What follows belongs to an exercise in optimizing a design on an open flow for small area, a short achievable clock period and few clock cycles; a production flow would make more cautious choices.
In this exercise RTL edits were held to simulation tests only and were not proved equivalent to the original.
No activity file was given, so power comes from the tool's default toggle rates.

Design mx_chunk_rx, start of the top module:
module mx_chunk_rx (
    input  wire       clk,
    input  wire       rst,
    input  wire       in_valid,
    output reg        in_ready,
    input  wire [7:0] in_data,
    input  wire       in_last,
    output reg        st_valid,
    output reg  [1:0] st_res,
    output reg  [2:0] st_cause,
    output reg        st_disc,
    output wire [7:0] st_msg_len,
    output wire       st_msg_bin,
    output wire       st_acc,
    output wire [7:0] st_rlen,
    output wire [4:0] st_exp_sn,
    output wire       st_frame_bin,
    output wire       m_valid,
    input  wire       m_ready,
    output wire [7:0] m_data,
    output wire       m_last
);
Size in the first run: roughly 1600 flip-flops.
clock: 10.0 ns
lec_check: 0
abc_area: 1
cap_margin: 20
core_margin: 2
core_utilization: 40
cts_cluster_diameter: 80
cts_cluster_size: 28
slew_margin: 20
tns_end_percent: 40
standard.sh (not shown) runs the stock make flow with config.mk's settings and CLKGATE_MAP_FILE= SYNTH_SCRIPT=/design/flow/synth_recipe.tcl, a recipe that flattens the netlist after the stock synthesis.
==> flow/flow/run.sh <==
#!/bin/bash
export SETUP_SLACK_MARGIN=6.5
export CTS_ARGS="-sink_clustering_enable -repair_clock_nets -sink_clustering_size 28 -sink_clustering_max_diameter 80 -dont_use_dummy_load"
bash standard.sh > standard.log 2>&1
The starting point finished with timing, DRC and antenna clean.
Testbench counts at the start, summed over its fixed seeds: cycles 30,639.
==> next run, changes <==
==> flow/flow/run.sh (replaced) <==
#!/bin/bash
export SETUP_SLACK_MARGIN=7
bash standard.sh > standard.log 2>&1
- ABC_AREA: 1 -> not set
- TNS_END_PERCENT: 40 -> not set
Effect: Via count shrinks by 5.0%. Cell count is lower by 8.2%. Power increases by 1.5%. Die area came out lower by 1.5%. Cell area is higher by 3.3%. Hold slack is better by 19 ps. Global-route usage stays flat. Sequential power stays flat. Routed wire length shrinks by 1.7%. Fmax drops by 0.46%.
==> next run, changes <==
==> flow/flow/run.sh (replaced) <==
#!/bin/bash
export SETUP_SLACK_MARGIN=6.5
export CTS_ARGS="-sink_clustering_enable -repair_clock_nets -sink_clustering_size 28 -sink_clustering_max_diameter 80 -dont_use_dummy_load"
bash standard.sh > standard.log 2>&1
- ABC_AREA: not set -> 1
- TNS_END_PERCENT: not set -> 10
Maximum frequency shrinks slightly. Cell count increases by a little under a tenth. Via count goes up by a few percent. Power falls slightly. Count of clock-buffer cells in the layout went down by 12.
==> next run, changes <==
==> flow/flow/run.sh (replaced) <==
#!/bin/bash
export SETUP_SLACK_MARGIN=6.5
bash standard.sh > standard.log 2>&1
- ABC_AREA: 1 -> not set
- TNS_END_PERCENT: 10 -> not set
The new run passed the timing, design-rule and antenna checks.
Setup slack gains 84 ps.
Final cell count fell by 9.3%.
Clock skew fell by 26 ps.
Final area rose by 0.86%.

## T
mx_chunk_rx, a different RTL version from the one above (not shown whole).
For scale: ~3600 cells after synthesis, about 55 I/O pins.
Settings: LEC_CHECK=0, CAP_MARGIN=20, CORE_MARGIN=2, CORE_UTILIZATION=40, CTS_CLUSTER_DIAMETER=60, CTS_CLUSTER_SIZE=24, SLEW_MARGIN=20; clock period 10.0 ns.
==> flow/flow/run.sh <==
#!/bin/bash
export SETUP_SLACK_MARGIN=6.5
bash standard.sh > standard.log 2>&1
Testbench counts of T, summed over its fixed seeds: cycles 30,639.
Inputs modified between T and P:
# T
export LEC_CHECK = 0
export CAP_MARGIN = 20
export CORE_MARGIN = 2
export CORE_UTILIZATION = 40
export CTS_CLUSTER_DIAMETER = 60
export CTS_CLUSTER_SIZE = 24
export SLEW_MARGIN = 20
create_clock -name core_clock -period 10.0 [get_ports {clk}]
# P
export LEC_CHECK = 0
export CAP_MARGIN = 20
export CORE_MARGIN = 2
export CORE_UTILIZATION = 40
export SLEW_MARGIN = 20
create_clock -name core_clock -period 10.0 [get_ports {clk}]
==> flow/flow/run.sh <==
#!/bin/bash
export SETUP_SLACK_MARGIN=6
bash standard.sh > standard.log 2>&1
## What came out
Between T and P, the flow reports number of fill cells decreasing slightly. The higher number of cells in the finished layout apart from fillers of T and P is in P. In the tables for T and P, global-route track usage on met3 reads higher with P. Between T and P, the flow reports power increasing by more than 10%.

afterwards: timing with drivers on the ports:
The results above use ideal ports. As a check the final layouts listed here were re-extracted and re-timed, cells and wires unchanged.
Step 1, drivers: a clkbuf_16 drives clk and a buf_2 each remaining input, both assumed.
Step 2 moves the port delays by t, midway between the first and last clock arrival at a register: inputs arrive t later, outputs are due t later. That takes back most of the time a late clock gives input paths.
Slacks: no drivers / after step 1 / after step 2; pairs: no drivers / after step 1.
run | t, ns | slack for setup (ns) | latest minus earliest clock arrival (ns) | worst register clock-pin slew, ns | worst data-port slew with drivers (ns)
the first run of note 1 | 0.714 | 6.393 / 6.320 / 5.928 | 0.088 / 0.088 | 0.11 / 0.11 | 0.04
the second run of note 1 | 0.716 | 6.377 / 6.377 / 6.237 | 0.061 / 0.062 | 0.11 / 0.11 | 0.06
the third run of note 1 | 0.702 | 6.313 / 6.240 / 5.764 | 0.117 / 0.117 | 0.11 / 0.11 | 0.04
the fourth run of note 1 | 0.734 | 6.397 / 6.381 / 5.810 | 0.059 / 0.059 | 0.11 / 0.11 | 0.07
T | 0.762 | 6.204 / 6.204 / 5.839 | 0.058 / 0.058 | 0.09 / 0.09 | 0.03
P | 0.804 | 6.042 / 6.013 / 5.280 | 0.046 / 0.045 | 0.07 / 0.07 | 0.03
After both steps every run listed still meets setup and hold. For P, which loses most, drivers alone change the setup slack by -0.029 ns; drivers and shift together by -0.762 ns.
